Source: an optimization exercise on an open RTL-to-GDS flow (aim: small area). Production flows keep margins and buffers that such runs may drop.
Function was checked by simulation only, so behaviour that the tests miss may differ from the original.
No activity file was given, so power comes from the tool's default toggle rates.

## fps_top
module fps_top (
    input             clk,
    input             rst,           
    input             reg_we,
    input      [4:0]  reg_addr,
    input      [31:0] reg_wdata,
    output reg [31:0] reg_rdata,
    output     [8:0]  ibuf_addr,
    input      [7:0]  ibuf_rdata,
    output reg        obuf_we,
    output     [8:0]  obuf_addr,
    output reg [7:0]  obuf_wdata,
    output            fdesc_we,
    output     [7:0]  fdesc_addr,
    output     [31:0] fdesc_wdata,
    output            irq
);
Size: about 1000 cells after synthesis, ~150 I/O pins.
export LEC_CHECK = 0
export CAP_MARGIN = 20
export CORE_MARGIN = 2
export CORE_UTILIZATION = 55
export PLACE_DENSITY = 0.7
export SLEW_MARGIN = 20
create_clock -name core_clock -period 8.0 [get_ports {clk}]
standard.sh (not shown) runs the stock make flow with config.mk's settings and CLKGATE_MAP_FILE= SYNTH_SCRIPT=/design/flow/synth_recipe.tcl, a recipe that flattens the netlist after the stock synthesis.
==> flow/flow/run.sh <==
#!/bin/bash
# Own layout flow: the standard flow (standard.sh) with these changes:
#  - after the standard synthesis, its combinational logic is re-mapped by
#    ABC for area (flow/reabc.ys, flow/area.abc), four runs with different
#    seeds; the smallest result that yosys proves equivalent to the standard
#    synthesis is used (else the standard synthesis). Registers are kept.
#  - port buffers are sky130_fd_sc_hd__buf_1
#  - one tie cell for all constant outputs
#  - clock tree: small clock buffers, no dummy loads
#  - after synthesis, buffers above buf_2 and delay cells are not used
#    (the platform's don't-use list plus those), so that repairs use small
#    buffers
# Every tool's output goes to a log file in this folder.
set -euo pipefail
W=$PWD
R=$W/orfs/results/${FLOW_PLATFORM:-sky130hd}/fps_top/base
YOSYS=$(command -v yosys || echo "$FLOW_HOME/../tools/install/yosys/bin/yosys")
LIB=$FLOW_HOME/platforms/sky130hd/lib/sky130_fd_sc_hd__tt_025C_1v80.lib
KNOBS=(
  "BUFFER_PORTS_ARGS=-buffer_cell sky130_fd_sc_hd__buf_1"
  "SKIP_REPAIR_TIE_FANOUT=1"
  "CTS_ARGS=-sink_clustering_enable -repair_clock_nets -dont_use_dummy_load -buf_list sky130_fd_sc_hd__clkbuf_4 -root_buf sky130_fd_sc_hd__clkbuf_4 -sink_clustering_size 9 -sink_clustering_max_diameter 45"
)
bash standard.sh "${KNOBS[@]}" "$R/1_2_yosys.v" > std_synth.log 2>&1
cp "$R/1_2_yosys.v" "$R/1_2_yosys_std.v"

for S in 1 2 3 4; do
  sed -e "s/@SEED@/$S/" flow/area.abc > "area_$S.abc"
  sed -e "s#@LIB@#$LIB#g; s#@IN@#$R/1_2_yosys_std.v#; s#@OUT@#$W/remap_$S.v#; s#@ABC@#$W/area_$S.abc#" flow/reabc.ys > "reabc_$S.ys"
  "$YOSYS" -s "reabc_$S.ys" > "reabc_$S.log" 2>&1 &
done
wait || true

best=""
for f in $(for S in 1 2 3 4; do
             a=$(grep "Chip area for module '.fps_top'" "reabc_$S.log" 2>/dev/null | awk '{print $NF}')
             [[ -n "$a" && -s "remap_$S.v" ]] && echo "$a $S"
           done | sort -g | awk '{print $2}'); do
  sed -e "s#@LIB@#$LIB#g; s#@GOLD@#$R/1_2_yosys_std.v#; s#@GATE@#$W/remap_$f.v#" flow/equiv.ys > "equiv_$f.ys"
  if "$YOSYS" -s "equiv_$f.ys" > "equiv_$f.log" 2>&1; then best=$f; break; fi
done
echo "chosen re-map: ${best:-none (standard synthesis kept)}" > remap_choice.log
if [[ -n "$best" ]]; then
  cp "remap_$best.v" "$R/1_2_yosys.v"
fi

DONT_USE="sky130_fd_sc_hd__probe_p_8 sky130_fd_sc_hd__probec_p_8 sky130_fd_sc_hd__lpflow_bleeder_1 sky130_fd_sc_hd__lpflow_clkbufkapwr_1 sky130_fd_sc_hd__lpflow_clkbufkapwr_16 sky130_fd_sc_hd__lpflow_clkbufkapwr_2 sky130_fd_sc_hd__lpflow_clkbufkapwr_4 sky130_fd_sc_hd__lpflow_clkbufkapwr_8 sky130_fd_sc_hd__lpflow_clkinvkapwr_1 sky130_fd_sc_hd__lpflow_clkinvkapwr_16 sky130_fd_sc_hd__lpflow_clkinvkapwr_2 sky130_fd_sc_hd__lpflow_clkinvkapwr_4 sky130_fd_sc_hd__lpflow_clkinvkapwr_8 sky130_fd_sc_hd__lpflow_decapkapwr_12 sky130_fd_sc_hd__lpflow_decapkapwr_3 sky130_fd_sc_hd__lpflow_decapkapwr_4 sky130_fd_sc_hd__lpflow_decapkapwr_6 sky130_fd_sc_hd__lpflow_decapkapwr_8 sky130_fd_sc_hd__lpflow_inputiso0n_1 sky130_fd_sc_hd__lpflow_inputiso0p_1 sky130_fd_sc_hd__lpflow_inputiso1n_1 sky130_fd_sc_hd__lpflow_inputiso1p_1 sky130_fd_sc_hd__lpflow_inputisolatch_1 sky130_fd_sc_hd__lpflow_isobufsrc_1 sky130_fd_sc_hd__lpflow_isobufsrc_16 sky130_fd_sc_hd__lpflow_isobufsrc_2 sky130_fd_sc_hd__lpflow_isobufsrc_4 sky130_fd_sc_hd__lpflow_isobufsrc_8 sky130_fd_sc_hd__lpflow_isobufsrckapwr_16 sky130_fd_sc_hd__lpflow_lsbuf_lh_hl_isowell_tap_1 sky130_fd_sc_hd__lpflow_lsbuf_lh_hl_isowell_tap_2 sky130_fd_sc_hd__lpflow_lsbuf_lh_hl_isowell_tap_4 sky130_fd_sc_hd__lpflow_lsbuf_lh_isowell_4 sky130_fd_sc_hd__lpflow_lsbuf_lh_isowell_tap_1 sky130_fd_sc_hd__lpflow_lsbuf_lh_isowell_tap_2 sky130_fd_sc_hd__lpflow_lsbuf_lh_isowell_tap_4"
DONT_USE="$DONT_USE sky130_fd_sc_hd__buf_4 sky130_fd_sc_hd__buf_6 sky130_fd_sc_hd__buf_8 sky130_fd_sc_hd__buf_12 sky130_fd_sc_hd__buf_16 sky130_fd_sc_hd__clkdlybuf4s50_1 sky130_fd_sc_hd__clkdlybuf4s50_2 sky130_fd_sc_hd__clkdlybuf4s25_1 sky130_fd_sc_hd__clkdlybuf4s25_2 sky130_fd_sc_hd__clkdlybuf4s15_1 sky130_fd_sc_hd__clkdlybuf4s15_2 sky130_fd_sc_hd__clkdlybuf4s18_1 sky130_fd_sc_hd__clkdlybuf4s18_2 sky130_fd_sc_hd__dlygate4sd1_1 sky130_fd_sc_hd__dlygate4sd2_1 sky130_fd_sc_hd__dlygate4sd3_1 sky130_fd_sc_hd__dlymetal6s2s_1 sky130_fd_sc_hd__dlymetal6s4s_1 sky130_fd_sc_hd__dlymetal6s6s_1"
bash standard.sh "${KNOBS[@]}" "DONT_USE_CELLS=$DONT_USE" finish > std_finish.log 2>&1
Other scripts of this flow, unchanged in this note and not shown: flow/flow/area.abc, flow/flow/equiv.ys, flow/flow/reabc.ys
The baseline finished with timing, DRC and antenna clean.
==> next run, changes <==
--- a/flow/design.v
+++ b/flow/design.v
@@ -55,25 +55,25 @@
     reg        wr_req;
     reg  [2:0] wr_tgt;
     reg  [15:0] wr_data;
     always @(*) begin
         wr_req  = 1'b0;
         wr_tgt  = 3'd5;
         wr_data = {b, acc};
         case (state)
             S_FD: begin                          
                 wr_req  = 1'b1;
                 wr_tgt  = 3'd2;
                 wr_data = (phase == P_INIT) ? {6'd0, j}
-                                            : {8'd0, q[0][7:0] + 8'd1};
+                                            : {6'd0, j[9:8], q[0][7:0] + 8'd1};
             end
             S_CUR: begin                         
                 wr_req  = 1'b1;
                 wr_tgt  = 3'd3;
                 wr_data = {6'd0, j};
             end
             S_USE: begin
                 if (is_rsp) begin
                     if (phase == P_SEARCH && prev && b == 8'hAB) begin
                         wr_req  = 1'b1;          
                         wr_tgt  = 3'd1;
                         wr_data = {6'd0, cand};
@@ -118,25 +118,25 @@
                    (reg_addr == 5'd7 && v_rsp);
     wire rd_9    = (reg_addr == 5'd9) && v_off;
     wire rd_10   = (reg_addr == 5'd10) && v_ext;
     wire rd_11   = (reg_addr == 5'd11) && v_ext;
     wire rd_en   = rd_full || rd_9 || rd_10 || rd_11;
     reg  [15:0] wr_q;
     integer m;
     always @(*) begin
         wr_q = 16'd0;
         for (m = 0; m < 8; m = m + 1)
             wr_q = wr_q | (q[m] & {16{wpos == m}});
     end
-    wire [15:0] wmask = {16{rd_en}};
+    wire [15:0] wmask = {{6{rd_full}}, rd_full || rd_11, rd_full || rd_9 || rd_11, {8{rd_en}}};
     wire chk_ok = v_rsp && (acc == r[7:0]);
     always @(*) begin
         case (reg_addr)
             5'd0:  reg_rdata = {24'd0, op, 2'b00, irq_en, 1'b0};
             5'd1:  reg_rdata = {23'd0, chk_ok, 1'b0, result, 2'b00, done, busy};
             5'd2:  reg_rdata = {16'd0, in_off};
             5'd3:  reg_rdata = {16'd0, in_len};
             5'd4:  reg_rdata = {24'd0, arg};
             5'd5:  reg_rdata = (v_enc || v_rsp) ? {23'd0, j[8:0]} : 32'd0;
             5'd6:  reg_rdata = {24'd0, v_chk ? acc : 8'd0};
             5'd7:  reg_rdata = {8'd0, v_rsp ? tb : 8'd0, 16'd0};
             5'd8:  reg_rdata = {16'd0, v_rsp ? {acc, r[7:0]} : 16'd0};
After rerunning: The changed run finished clean; final area is higher slightly; worst setup slack improves by 0.0032 ns; die area is higher slightly; power is lower by a few percent; sequential power is lower by a few percent; non-clock buffer count is lower by 9; sequential share of layout area is lower by 0.39 points; count of clock-buffer cells in the layout does not change; synthesized cell count is higher by a few percent; wire length stays flat.

## afterwards: timing with drivers on the ports
No port has a modelled driver above. Below, the same layouts with a new extraction and two added sets of constraints.
Step 1, drivers: a clkbuf_16 drives clk and a buf_2 each remaining input, both assumed.
Step 2 adds t to the input delays and takes it off the output delays; t is the mean of the earliest and latest rising clock arrival at the registers after step 1. Input paths then give back, and output paths get back, about the clock's delay inside the block.
Slacks: ideal ports / drivers / drivers and shift; pairs: ideal ports / drivers.
| run | t, ns | setup WS [ns] | worst setup path after step 2 | worst slew at a driven data input, ns |
|---|---|---|---|---|
| the first run | 0.651 | 1.493 / 1.454 / 1.734 | input to output | 0.04 |
| the second run | 0.670 | 1.497 / 1.471 / 1.471 | input to output | 0.04 |
After both steps setup and hold are still met in every run listed. The setup slack of the second run, which loses most, moves by -0.026 ns with the drivers and by -0.026 ns with both steps.
